This is an optimization exercise on Yosys and OpenROAD, whose aim is small area, not a production implementation. Only simulation tests tie the RTL to the original design; equivalence was not proved. No activity file was given, so power comes from the tool's default toggle rates. No driver is modelled on the clock port, so clocking that relies on it looks cheaper here than on a real chip.

Design sq_serial_parser, start of the top module:
module sq_serial_parser (
    input  wire         clk,
    input  wire         rst,
    input  wire         in_valid,
    input  wire [7:0]   in_byte,
    input  wire         role_tx,
    input  wire         store_wr_ok,
    input  wire         store_rd_ok,
    input  wire [15:0]  store_rd_value,
    output reg          echo_valid,
    output reg  [7:0]   echo_byte,
    output reg  [4:0]   fired,
    output wire         store_wr,
    output reg  [9:0]   store_wr_value,
    output wire         store_rd,
    output wire         report_valid,
    output wire [15:0]  report_value,
    output wire         diag_valid,
    output wire [1:0]   diag_info,
    output reg  [15:0]  node_id,
    output reg  [9:0]   tid,
    output reg          tx_armed,
    output reg  [511:0] tx_bitmap
);
==> flow/config.mk <==
export PLATFORM = sky130hd
export DESIGN_NAME = sq_serial_parser
export DESIGN_NICKNAME = sq_serial_parser
export VERILOG_FILES = /design/flow/design.v
export SDC_FILE = /design/flow/constraint.sdc
export NUM_CORES = 4
export LEC_CHECK = 0
export CAP_MARGIN = 20
export CORE_MARGIN = 2
export CORE_UTILIZATION = 40
export PLACE_DENSITY = 0.6
export SLEW_MARGIN = 20
==> flow/constraint.sdc <==
create_clock -name core_clock -period 5.0 [get_ports {clk}]
set_input_delay 1.0000 -clock core_clock [delete_from_list [all_inputs] [get_ports {clk}]]
set_output_delay 1.0000 -clock core_clock [all_outputs]
set_load 0.01 [all_outputs]
standard.sh (not shown) runs the stock make flow with config.mk's settings and CLKGATE_MAP_FILE= SYNTH_SCRIPT=/design/flow/synth_recipe.tcl, a recipe that flattens the netlist after the stock synthesis.
==> flow/flow/run.sh <==
#!/bin/bash
set -euo pipefail
ARGS=(
  "BUFFER_PORTS_ARGS=-buffer_cell sky130_fd_sc_hd__buf_1"
  "CTS_ARGS=-sink_clustering_enable -repair_clock_nets -buf_list sky130_fd_sc_hd__clkbuf_16 -sink_clustering_size 30 -sink_clustering_max_diameter 100 -dont_use_dummy_load"
)
RES=orfs/results/sky130hd/sq_serial_parser/base
bash standard.sh "${ARGS[@]}" synth > flow_synth.log 2>&1
python3 flow/downsize.py $RES/1_2_yosys.v \
  "$FLOW_HOME/platforms/sky130hd/lib/sky130_fd_sc_hd__tt_025C_1v80.lib" > flow_downsize.log 2>&1
touch $RES/1_2_yosys.v
bash standard.sh "${ARGS[@]}" finish > flow_make.log 2>&1
==> flow/flow/downsize.py <==
#!/usr/bin/env python3
"""Downsize the logic gates of a synthesised netlist in place.

Every combinational gate that the synthesis mapped to a stronger drive
(sky130_fd_sc_hd__<gate>_2/_4/...) is swapped for the weakest drive of the
same gate (same function, same pins). Buffers, inverters and sequential
cells are left alone. The layout's repair steps size up again where the
slew, capacitance or timing limits need it.

usage: downsize.py NETLIST LIBERTY
"""
import re
import sys

netlist, liberty = sys.argv[1], sys.argv[2]

cells = set()
for line in open(liberty):
    m = re.match(r'\s*cell\s*\(\s*"?(sky130_fd_sc_hd__\w+?)"?\s*\)', line)
    if m:
        cells.add(m.group(1))

keep = re.compile(r'sky130_fd_sc_hd__(buf|clkbuf|inv|clkinv|bufinv|dfxtp|edfxtp|dfxbp|'
                  r'dfrtp|dfstp|sdf|dl|conb|fa|ha|maj3|xor|xnor|mux)')

text = open(netlist).read()
counts = {}


def swap(m):
    name, base, size = m.group(0), m.group(1), m.group(2)
    if keep.match(name) or size in ('0', '1'):
        return name
    for small in ('1', '0'):
        cand = f'{base}_{small}'
        if cand in cells:
            counts[name] = counts.get(name, 0) + 1
            return cand
    return name


text = re.sub(r'\b(sky130_fd_sc_hd__[a-z0-9]+)_(\d+)\b(?=\s+[\\\w])', swap, text)
open(netlist, 'w').write(text)
for k, v in sorted(counts.items()):
    print(f'{v:5d} {k}')
The first run produced a clean layout.
Edit:
==> flow/flow/run.sh (replaced) <==
#!/bin/bash
set -euo pipefail
bash standard.sh \
  "BUFFER_PORTS_ARGS=-buffer_cell sky130_fd_sc_hd__buf_1" \
  "RECOVER_POWER=100" \
  finish > flow_make.log 2>&1
Settings changed: CTS_BUF_LIST set to sky130_fd_sc_hd__clkbuf_4.
removed: flow/flow/downsize.py
The changed run finished but failed the layout checks on max-capacitance violations, max-slew violations.
Flip-flop and latch count does not change.
Register-to-register slack gets worse by 30 ps.
Total power rose by 26%.
Sequential share of layout area fell by 4.7 points.
Fmax fell by 15%.
Non-clock buffer count fell by 1.
Count of clock-buffer cells in the layout rose by 450.
Synthesized cell count does not change.
Edit:
==> flow/flow/run.sh (replaced) <==
#!/bin/bash
set -euo pipefail
bash standard.sh \
  "BUFFER_PORTS_ARGS=-buffer_cell sky130_fd_sc_hd__buf_1" \
  "CTS_ARGS=-sink_clustering_enable -repair_clock_nets -buf_list sky130_fd_sc_hd__clkbuf_16 -sink_clustering_size 30 -sink_clustering_max_diameter 100 -dont_use_dummy_load" \
  finish > flow_make.log 2>&1
Settings changed: CTS_BUF_LIST sky130_fd_sc_hd__clkbuf_4 to unset.
The changed run went through all stages and came out clean.
Power shrinks by 21%.
Routed wire length falls by 4.9%.
Utilization decreases by 2.5 points.
Worst hold slack improved by 240 ps.
Worst setup slack improves by 560 ps.
Fmax rises by 16%.
Edit:
==> flow/flow/run.sh (replaced) <==
#!/bin/bash
set -euo pipefail
bash standard.sh \
  "BUFFER_PORTS_ARGS=-buffer_cell sky130_fd_sc_hd__buf_1" \
  "CTS_ARGS=-sink_clustering_enable -repair_clock_nets -buf_list sky130_fd_sc_hd__clkbuf_16 -sink_clustering_size 24 -sink_clustering_max_diameter 60 -dont_use_dummy_load" \
  finish > flow_make.log 2>&1
After rerunning: The changed run passed the timing, DRC and antenna checks; wire length came out higher by 0.87%; worst setup slack is better by 18 ps; power rises by 9.5%; utilization is higher by 0.96 points; combinational power hardly moves; critical path depth stays the same.
Edit:
==> flow/flow/run.sh (replaced) <==
#!/bin/bash
set -euo pipefail
bash standard.sh \
  "BUFFER_PORTS_ARGS=-buffer_cell sky130_fd_sc_hd__buf_1" \
  finish > flow_make.log 2>&1
The changed run produced a clean layout; cell count grows by 3.4%; sequential share of layout area went down by 2.5 points; design area rises by 3.8%; count of clock-buffer cells in the layout went up by 97; area after synthesis does not change; fmax barely changes; synthesized cell count is unchanged; setup slack stays flat; routed wire length is higher by 1.2%; power rose by 15%.

* * *

Setup of rev 12:
The RTL this note starts from:
==> flow/design.v <==
module sq_serial_parser (
    input  wire         clk,
    input  wire         rst,
    input  wire         in_valid,
    input  wire [7:0]   in_byte,
    input  wire         role_tx,
    input  wire         store_wr_ok,
    input  wire         store_rd_ok,
    input  wire [15:0]  store_rd_value,
    output reg          echo_valid,
    output reg  [7:0]   echo_byte,
    output reg  [4:0]   fired,
    output wire         store_wr,
    output reg  [9:0]   store_wr_value,
    output wire         store_rd,
    output wire         report_valid,
    output wire [15:0]  report_value,
    output wire         diag_valid,
    output wire [1:0]   diag_info,
    output reg  [15:0]  node_id,
    output reg  [9:0]   tid,
    output reg          tx_armed,
    output reg  [511:0] tx_bitmap
);
    localparam [4:0] C_PLAIN = 5'b00000;
    localparam [4:0] C_DET   = 5'b00001;
    localparam [4:0] C_SID   = 5'b00010;
    localparam [4:0] C_TID   = 5'b00100;
    localparam [4:0] C_ARM   = 5'b01000;
    localparam [4:0] C_RID   = 5'b00011;
    localparam [2:0] P_SID = 3'd0, P_TID = 3'd1, P_ARM = 3'd2, P_RID = 3'd3, P_DET = 3'd4;
    reg  [639:0] cw;           
    reg          det4;           
    reg  [2:0]   pt;             
    reg  [2:0]   pl;             
    reg          okr;            
    reg  [4:0] hexc;
    always @* begin
        if (in_byte >= 8'h30 && in_byte <= 8'h39)
            hexc = {1'b1, in_byte[3:0]};
        else if ((in_byte >= 8'h41 && in_byte <= 8'h46) ||
                 (in_byte >= 8'h61 && in_byte <= 8'h66))
            hexc = {1'b1, in_byte[3:0] + 4'd9};
        else
            hexc = C_PLAIN;
    end
    wire comma = (in_byte == 8'h2C);
    reg  [4:0] code;
    always @* begin
        code = hexc;
        if (comma && pl == 3'd4) begin
            case (pt)
                P_SID:   code = C_SID;
                P_TID:   code = C_TID;
                P_ARM:   code = C_ARM;
                P_RID:   code = C_RID;
                default: code = C_DET;
            endcase
        end
    end
    reg [2:0] pt_n, pl_n;
    always @* begin
        pt_n = pt;
        pl_n = 3'd0;
        if (in_byte == 8'h23) begin
            pl_n = 3'd1;
        end else begin
            case (pl)
                3'd1: begin
                    pl_n = 3'd2;
                    case (in_byte)
                        "S":     pt_n = P_SID;
                        "T":     pt_n = P_TID;
                        "A":     pt_n = P_ARM;
                        "R":     pt_n = P_RID;
                        "D":     pt_n = P_DET;
                        default: pl_n = 3'd0;
                    endcase
                end
                3'd2: begin
                    case (pt)
                        P_ARM:   pl_n = (in_byte == "R") ? 3'd3 : 3'd0;
                        P_DET:   pl_n = (in_byte == "E") ? 3'd3 : 3'd0;
                        default: pl_n = (in_byte == "I") ? 3'd3 : 3'd0;
                    endcase
                end
                3'd3: begin
                    case (pt)
                        P_ARM:   pl_n = (in_byte == "M") ? 3'd4 : 3'd0;
                        P_DET:   pl_n = (in_byte == "T") ? 3'd4 : 3'd0;
                        default: pl_n = (in_byte == "D") ? 3'd4 : 3'd0;
                    endcase
                end
                default: pl_n = 3'd0;
            endcase
        end
    end
    wire term = (in_byte == 8'h3B);
    wire m_sid = term && (cw[620 +: 5] == C_SID);
    wire m_tid = term && (cw[620 +: 5] == C_TID);
    wire m_arm = term && (cw[630 +: 5] == C_ARM);
    wire m_rid = term && (cw[635 +: 5] == C_RID);
    wire m_det = term && det4;
    function is_digit;
        input [4:0] c;
        begin
            is_digit = c[4] && (c[3:0] <= 4'd9);
        end
    endfunction
    wire [4:0] p0 = cw[625 +: 5];
    wire [4:0] p1 = cw[630 +: 5];
    wire [4:0] p2 = cw[635 +: 5];
    wire [9:0] dec_val = (is_digit(p0) && is_digit(p1) && is_digit(p2)) ?
                         p0[3:0] * 10'd100 + p1[3:0] * 10'd10 + p2[3:0] : 10'd0;
    wire       arm_val = (p2 == 5'b10001);
    reg  [511:0] det_val;
    integer k;
    always @* begin
        for (k = 0; k < 64; k = k + 1)
            det_val[8*k +: 8] = {8{cw[5*(2*k) + 4] & cw[5*(2*k+1) + 4]}} &
                                {cw[5*(2*k) +: 4], cw[5*(2*k+1) +: 4]};
    end
    assign store_wr     = fired[0];
    assign store_rd     = fired[1];
    assign report_valid = fired[1] & okr;
    assign report_value = node_id;
    assign diag_valid   = (fired[0] | fired[1]) & ~okr;
    assign diag_info    = {fired[0], fired[1]};
    wire sh = in_valid & ~rst;                           
    wire hd = ~in_valid & ~rst;                          
    wire ld = in_valid & ~rst & m_det & role_tx;         
    wire kp = ~(in_valid & m_det & role_tx) & ~rst;      
    always @(posedge clk) begin
        cw        <= ({640{sh}} & {code, cw[639:5]}) | ({640{hd}} & cw);
        det4      <= (sh & (cw[0 +: 5] == C_DET)) | (hd & det4);
        tx_bitmap <= ({512{ld}} & det_val) | ({512{kp}} & tx_bitmap);
    end
    always @(posedge clk) begin
        echo_byte      <= in_byte;
        store_wr_value <= dec_val;
        okr            <= m_sid ? store_wr_ok : store_rd_ok;
    end
    always @(posedge clk) begin
        if (rst) begin
            pt         <= P_SID;
            pl         <= 3'd0;
            echo_valid <= 1'b0;
            fired      <= 5'b0;
            node_id    <= 16'hFFFF;
            tid        <= 10'd0;
            tx_armed   <= 1'b0;
        end else begin
            echo_valid <= in_valid;
            fired      <= in_valid ? {m_det, m_arm, m_tid, m_rid, m_sid} : 5'b0;
            if (in_valid) begin
                pt <= pt_n;
                pl <= pl_n;
                if (m_sid && store_wr_ok)
                    node_id <= {6'd0, dec_val};
                if (m_rid && store_rd_ok)
                    node_id <= store_rd_value;
                if (m_tid)
                    tid <= dec_val;
                if (m_arm && role_tx)
                    tx_armed <= arm_val;
            end
        end
    end
endmodule
export LEC_CHECK = 0
export CAP_MARGIN = 20
export CORE_MARGIN = 2
export CORE_UTILIZATION = 40
export PLACE_DENSITY = 0.6
export SLEW_MARGIN = 20
create_clock -name core_clock -period 5.0 [get_ports {clk}]
==> flow/flow/run.sh <==
#!/bin/bash
set -euo pipefail
ARGS=(
  "BUFFER_PORTS_ARGS=-buffer_cell sky130_fd_sc_hd__buf_1"
  "CTS_ARGS=-sink_clustering_enable -repair_clock_nets -buf_list sky130_fd_sc_hd__clkbuf_16 -sink_clustering_size 30 -sink_clustering_max_diameter 100 -dont_use_dummy_load"
)
RES=orfs/results/sky130hd/sq_serial_parser/base
bash standard.sh "${ARGS[@]}" synth > flow_synth.log 2>&1
cp $RES/1_2_yosys.v flow_standard_synth.v
python3 flow/chainmap.py $RES/1_2_yosys.v > flow_chainmap.log 2>&1
python3 flow/downsize.py $RES/1_2_yosys.v \
  "$FLOW_HOME/platforms/sky130hd/lib/sky130_fd_sc_hd__tt_025C_1v80.lib" > flow_downsize.log 2>&1
touch $RES/1_2_yosys.v
bash standard.sh "${ARGS[@]}" finish > flow_make.log 2>&1
Other scripts of this flow, unchanged in this note and not shown: flow/flow/chainmap.py, flow/flow/downsize.py
Rev 12 was carried through to the last stage, and its layout satisfied the timing, DRC and antenna checks.
Setup changes, rev 12 to rev 13
--- a/flow/flow/run.sh
+++ b/flow/flow/run.sh
@@ -5 +5 @@
-  "CTS_ARGS=-sink_clustering_enable -repair_clock_nets -buf_list sky130_fd_sc_hd__clkbuf_16 -sink_clustering_size 30 -sink_clustering_max_diameter 100 -dont_use_dummy_load"
+  "CTS_ARGS=-sink_clustering_enable -repair_clock_nets -buf_list sky130_fd_sc_hd__clkbuf_8 -sink_clustering_size 16 -sink_clustering_max_diameter 60 -dont_use_dummy_load"
### Flow results
- Between rev 12 and rev 13, required time reported for the critical path endpoint increased.
- | via count | rev 13 vs rev 12 | worse |
- From rev 12 to rev 13 the numbers moved as follows: met3 track demand over resource has increased, time the final worst path needs with I/O delays and setup dropped 0.0080 ns, total wirelength of the detailed-routed design picked up an extra 0.84%.

afterwards: timing with drivers on the ports:
Ports are ideal in the flow. The routed layouts listed here were re-timed in OpenROAD. Step 1 assumes that a clkbuf_16 drives the clock port and a buf_2 every other input. Step 2 moves the port delays by t, midway between the first and last clock arrival at a register: inputs arrive t later, outputs are due t later. That takes back most of the time a late clock gives input paths. a / b / c = ideal / step 1 / step 2; a / b = the first two.
run | shift t [ns] | setup WS [ns] | worst setup path at the end | latest minus earliest clock arrival (ns) | worst slew at a driven data input, ns
the first run of note 1 | 0.693 | 1.480 / 1.480 / 1.199 | input to register | 0.092 / 0.092 | 0.05
the second run of note 1 | 1.169 | 0.882 / 0.931 / -0.238 | input to register | 0.101 / 0.101 | 0.08
the third run of note 1 | 0.679 | 1.441 / 1.441 / 1.225 | input to register | 0.092 / 0.092 | 0.08
the fourth run of note 1 | 0.699 | 1.459 / 1.459 / 1.186 | input to register | 0.080 / 0.080 | 0.08
the fifth run of note 1 | 0.746 | 1.457 / 1.457 / 1.233 | input to register | 0.038 / 0.037 | 0.08
rev 12 | 0.694 | 1.485 / 1.485 / 1.485 | register to register | 0.069 / 0.068 | 0.04
rev 13 | 0.766 | 1.493 / 1.493 / 1.493 | register to register | 0.116 / 0.117 | 0.04
The setup slack of the second run of note 1, which loses most, moves by +0.049 ns with the drivers and by -1.120 ns with both steps.
